Context: an optimization exercise on an open-source flow, tuned for small area, a short achievable clock period and few clock cycles per item. The choices shown serve that exercise and are no tape-out recipe. Function was checked by simulation only, so behaviour that the tests miss may differ from the original.

## JK
==> module curve_cal, before the edit <==
module curve_cal (
    input  wire        clk,
    input  wire        rst,
    input  wire        in_valid,
    output wire        in_ready,
    input  wire [15:0] in_raw_x,
    input  wire [15:0] in_raw_y,
    input  wire [31:0] in_hoff,
    input  wire [31:0] in_voff,
    input  wire [63:0] in_xscale,
    input  wire [63:0] in_yscale,
    output wire        out_valid,
    input  wire        out_ready,
    output wire [31:0] out_coord_x,
    output wire [31:0] out_coord_y,
    output wire [63:0] out_x,
    output wire [63:0] out_y
);
    localparam W2 = 140;     
    wire [31:0] cx_in, cy_in;
    wire        mbx_in, mby_in;
    cc_clamp u_cx (.raw(in_raw_x), .off(in_hoff), .coord(cx_in), .maybe_big(mbx_in));
    cc_clamp u_cy (.raw(in_raw_y), .off(in_voff), .coord(cy_in), .maybe_big(mby_in));
    reg         rdy_q;       
    reg         v1;
    reg         mb1;         
    reg  [31:0] cx1_q, cy1_q;
    reg  [63:0] xs1_q, ys1_q;
    reg         ph;          
    reg         v2;
    reg  [W2-1:0] s2x_q, s2y_q;
    reg         ov;
    reg  [191:0] o_q;        
    reg         qv;
    reg  [191:0] q_q;
    wire        bigx, bigy;
    wire        adv    = ~qv;                          
    wire        busy   = v1 & (bigx | bigy) & ~ph;     
    wire        en1    = adv & ~busy;                  
    wire        s1_free = ~v1 | en1;
    wire        take   = in_valid & rdy_q;
    wire        o_free = ~ov | out_ready;
    wire [W2-1:0] s2x_d, s2y_d;
    wire [63:0]   rx, ry;
    wire [191:0]  r = {s2x_q[139:108], s2y_q[139:108], rx, ry};
    cc_front u_fx (.clk(clk), .en(adv), .ph(ph), .coord(cx1_q), .scale(xs1_q), .big(bigx), .st(s2x_d));
    cc_front u_fy (.clk(clk), .en(adv), .ph(ph), .coord(cy1_q), .scale(ys1_q), .big(bigy), .st(s2y_d));
    cc_back  u_bx (.st(s2x_q), .res(rx));
    cc_back  u_by (.st(s2y_q), .res(ry));
    wire v1_n  = take | (v1 & ~en1);
    wire mb1_n = s1_free ? (mbx_in | mby_in) : mb1;
    wire ph_n  = adv ? busy : ph;
    wire qv_n  = ~o_free & (qv | v2);
    always @(posedge clk) begin
        if (rst) begin
            rdy_q <= 1'b1;
            v1    <= 1'b0;
            mb1   <= 1'b0;
            ph    <= 1'b0;
            v2    <= 1'b0;
            ov    <= 1'b0;
            qv    <= 1'b0;
        end else begin
            rdy_q <= ~v1_n | (~qv_n & ~(mb1_n & ~ph_n));
            v1    <= v1_n;
            mb1   <= mb1_n;
            ph    <= ph_n;
            if (adv) v2 <= v1 & ~busy;
            if (o_free) ov <= qv | (v2 & adv);
            qv    <= qv_n;
        end
    end
    always @(posedge clk) begin
        if (s1_free) begin
            cx1_q <= cx_in;
            cy1_q <= cy_in;
            xs1_q <= in_xscale;
            ys1_q <= in_yscale;
        end
        if (adv) begin
            s2x_q <= s2x_d;
            s2y_q <= s2y_d;
        end
        if (~qv) q_q <= r;
        if (o_free) o_q <= qv ? q_q : r;
    end
    assign in_ready    = rdy_q;
    assign out_valid   = ov;
    assign out_coord_x = o_q[191:160];
    assign out_coord_y = o_q[159:128];
    assign out_x       = o_q[127:64];
    assign out_y       = o_q[63:0];
endmodule
==> module cc_clamp, before the edit <==
module cc_clamp (
    input  wire [15:0] raw,
    input  wire [31:0] off,
    output wire [31:0] coord,
    output wire        maybe_big
);
    wire signed [33:0] diff = $signed({18'd0, raw}) - $signed({{2{off[31]}}, off});
    assign coord     = diff[33] ? 32'd0 : diff[31:0];
    assign maybe_big = off[31] & ~(&off[30:16]);
endmodule
==> module cc_front, before the edit <==
module cc_front (
    input  wire         clk,
    input  wire         en,
    input  wire         ph,
    input  wire [31:0]  coord,
    input  wire [63:0]  scale,
    output wire         big,
    output wire [139:0] st
);
    wire        sb = scale[63];
    wire [10:0] eb = scale[62:52];
    wire [51:0] fb = scale[51:0];
    wire        e_zero = (eb == 11'd0);
    wire        e_max  = (eb == 11'h7ff);
    wire        f_zero = (fb == 52'd0);
    wire [52:0] m      = {~e_zero, fb};
    wire [10:0] eb_eff = e_zero ? 11'd1 : eb;
    assign big = |coord[31:17];
    wire        hi = big & ~ph;
    reg  [67:0] acc_q;
    wire [16:0] op = hi ? {2'd0, coord[31:17]} : coord[16:0];
    wire [67:0] ad = (big & ph) ? acc_q : 68'd0;
    wire [84:0] p;
    cc_mul17 u_mul (.a(op), .m(m), .add(ad), .p(p));
    always @(posedge clk)
        if (en & hi) acc_q <= p[67:0];
    integer i;
    reg [4:0]  lc;
    reg [5:0]  lm;
    always @(*) begin
        lc = 5'd0;
        for (i = 0; i < 32; i = i + 1)
            if (coord[i]) lc = i[4:0];
        lm = 6'd0;
        for (i = 0; i < 53; i = i + 1)
            if (m[i]) lm = i[5:0];
    end
    wire [6:0]  sa   = 7'd83 - {2'd0, lc} - {1'b0, lm};
    wire [11:0] cap  = {1'b0, eb_eff} + 12'd31;
    wire        capd = (cap <= {5'd0, sa});
    wire [6:0]  s1   = capd ? cap[6:0] : sa;
    wire        more = ~capd;
    wire [11:0] ebase = capd ? 12'd0 : (cap - {5'd0, sa});
    wire c_zero = (coord == 32'd0);
    wire b_nan  = e_max & ~f_zero;
    wire b_inf  = e_max & f_zero;
    wire b_zero = e_zero & f_zero;
    wire [1:0] kind = (b_nan | (b_inf & c_zero)) ? 2'd3 :
                      b_inf                      ? 2'd2 :
                      (b_zero | c_zero)          ? 2'd1 : 2'd0;
    assign st = {coord, p, s1, more, ebase, sb, kind};
endmodule
Settings: LEC_CHECK=0, ABC_AREA=1, CAP_MARGIN=20, CORE_MARGIN=2, CORE_UTILIZATION=40, SLEW_MARGIN=20; clock period 40.0 ns.
run.sh (not shown) runs the stock make flow with config.mk's settings and CLKGATE_MAP_FILE= SYNTH_SCRIPT=/design/flow/synth_recipe.tcl, a recipe that flattens the netlist after the stock synthesis.
Testbench counts of JK, summed over its fixed seeds: cycles 2,072, items 2,048.
The following lists how MS was set up differently from JK:
--- a/flow/design.v
+++ b/flow/design.v
@@ -16,37 +16,37 @@
     output wire [63:0] out_x,
     output wire [63:0] out_y
 );
     localparam W2 = 140;     
     wire [31:0] cx_in, cy_in;
-    wire        mbx_in, mby_in;
-    cc_clamp u_cx (.raw(in_raw_x), .off(in_hoff), .coord(cx_in), .maybe_big(mbx_in));
-    cc_clamp u_cy (.raw(in_raw_y), .off(in_voff), .coord(cy_in), .maybe_big(mby_in));
+    wire        bx_in, by_in, mbx_in, mby_in;
+    cc_clamp u_cx (.raw(in_raw_x), .off(in_hoff), .coord(cx_in), .big(bx_in), .maybe_big(mbx_in));
+    cc_clamp u_cy (.raw(in_raw_y), .off(in_voff), .coord(cy_in), .big(by_in), .maybe_big(mby_in));
     reg         rdy_q;       
     reg         v1;
     reg         mb1;         
     reg  [31:0] cx1_q, cy1_q;
+    reg         bx1_q, by1_q;    
     reg  [63:0] xs1_q, ys1_q;
     reg         ph;          
     reg         v2;
     reg  [W2-1:0] s2x_q, s2y_q;
     reg         ov;
     reg  [191:0] o_q;        
     reg         qv;
     reg  [191:0] q_q;
-    wire        bigx, bigy;
     wire        adv    = ~qv;                          
-    wire        busy   = v1 & (bigx | bigy) & ~ph;     
+    wire        busy   = v1 & (bx1_q | by1_q) & ~ph;   
     wire        en1    = adv & ~busy;                  
     wire        s1_free = ~v1 | en1;
     wire        take   = in_valid & rdy_q;
     wire        o_free = ~ov | out_ready;
     wire [W2-1:0] s2x_d, s2y_d;
     wire [63:0]   rx, ry;
     wire [191:0]  r = {s2x_q[139:108], s2y_q[139:108], rx, ry};
-    cc_front u_fx (.clk(clk), .en(adv), .ph(ph), .coord(cx1_q), .scale(xs1_q), .big(bigx), .st(s2x_d));
-    cc_front u_fy (.clk(clk), .en(adv), .ph(ph), .coord(cy1_q), .scale(ys1_q), .big(bigy), .st(s2y_d));
+    cc_front u_fx (.ph(ph), .coord(cx1_q), .big(bx1_q), .scale(xs1_q), .acc(s2x_q[90:23]), .st(s2x_d));
+    cc_front u_fy (.ph(ph), .coord(cy1_q), .big(by1_q), .scale(ys1_q), .acc(s2y_q[90:23]), .st(s2y_d));
     cc_back  u_bx (.st(s2x_q), .res(rx));
     cc_back  u_by (.st(s2y_q), .res(ry));
     wire v1_n  = take | (v1 & ~en1);
     wire mb1_n = s1_free ? (mbx_in | mby_in) : mb1;
     wire ph_n  = adv ? busy : ph;
@@ -72,10 +72,12 @@
     end
     always @(posedge clk) begin
         if (s1_free) begin
             cx1_q <= cx_in;
             cy1_q <= cy_in;
+            bx1_q <= bx_in;
+            by1_q <= by_in;
             xs1_q <= in_xscale;
             ys1_q <= in_yscale;
         end
         if (adv) begin
             s2x_q <= s2x_d;
@@ -93,42 +95,45 @@
 endmodule
 module cc_clamp (
     input  wire [15:0] raw,
     input  wire [31:0] off,
     output wire [31:0] coord,
+    output wire        big,
     output wire        maybe_big
 );
-    wire signed [33:0] diff = $signed({18'd0, raw}) - $signed({{2{off[31]}}, off});
-    assign coord     = diff[33] ? 32'd0 : diff[31:0];
+    wire [16:0] lo  = {1'b0, raw} + {1'b0, ~off[15:0]} + 17'd1;
+    wire        c16 = lo[16];                  
+    wire [15:0] h0  = ~off[31:16];
+    wire [15:0] h1  = ~off[31:16] + 16'd1;
+    wire        neg = ~off[31] & ((|off[30:16]) | ~c16);
+    wire [15:0] h   = c16 ? h1 : h0;
+    wire        hb  = c16 ? (|h1[15:1]) : (|h0[15:1]);
+    assign coord     = neg ? 32'd0 : {h, lo[15:0]};
+    assign big       = ~neg & hb;
     assign maybe_big = off[31] & ~(&off[30:16]);
 endmodule
 module cc_front (
-    input  wire         clk,
-    input  wire         en,
     input  wire         ph,
     input  wire [31:0]  coord,
+    input  wire         big,
     input  wire [63:0]  scale,
-    output wire         big,
+    input  wire [67:0]  acc,
     output wire [139:0] st
 );
     wire        sb = scale[63];
     wire [10:0] eb = scale[62:52];
     wire [51:0] fb = scale[51:0];
     wire        e_zero = (eb == 11'd0);
     wire        e_max  = (eb == 11'h7ff);
     wire        f_zero = (fb == 52'd0);
     wire [52:0] m      = {~e_zero, fb};
     wire [10:0] eb_eff = e_zero ? 11'd1 : eb;
-    assign big = |coord[31:17];
     wire        hi = big & ~ph;
-    reg  [67:0] acc_q;
     wire [16:0] op = hi ? {2'd0, coord[31:17]} : coord[16:0];
-    wire [67:0] ad = (big & ph) ? acc_q : 68'd0;
+    wire [67:0] ad = (big & ph) ? acc : 68'd0;
     wire [84:0] p;
     cc_mul17 u_mul (.a(op), .m(m), .add(ad), .p(p));
-    always @(posedge clk)
-        if (en & hi) acc_q <= p[67:0];
     integer i;
     reg [4:0]  lc;
     reg [5:0]  lm;
     always @(*) begin
         lc = 5'd0;
### Flow results
MS ran to completion and came out clean on the timing, design-rule and antenna checks. Worst-margin pin slew across JK and MS: no real change. NOTE: arrival time reported for the critical path endpoint in MS falls short of that of JK. MS vs JK — proportion of cell area occupied by registers dropped 2.6 points. Delta(number of multi-input combinational cells in the layout, MS - JK) < 0.
Testbench counts of MS, summed over its fixed seeds: cycles 2,072, items 2,048.

-- re-timing with driven ports --
The results above use ideal ports. As a check the final layouts listed here were re-extracted and re-timed, cells and wires unchanged. Step 1 sets driving cells, clkbuf_16 on the clock port and buf_2 on the other inputs (assumed; they add their load-dependent delay and slew). Step 2 also shifts input and output timing later by t, the mid clock arrival at the registers, as if the neighbouring blocks saw the same clock. a / b / c = no drivers / after step 1 / after step 2; a / b = the first two.
| run | t, ns | setup slack, ns | hold WS [ns] | worst register clock-pin slew, ns |
|---|---|---|---|---|
| JK | 0.867 | 26.948 / 27.007 / 26.139 | 0.410 / 0.410 / 0.410 | 0.07 / 0.07 |
| MS | 0.867 | 28.188 / 28.263 / 27.396 | 0.435 / 0.435 / 0.435 | 0.07 / 0.07 |
After both steps setup and hold are still met in every run listed. The setup slack of JK, which loses most, moves by +0.059 ns with the drivers and by -0.809 ns with both steps.
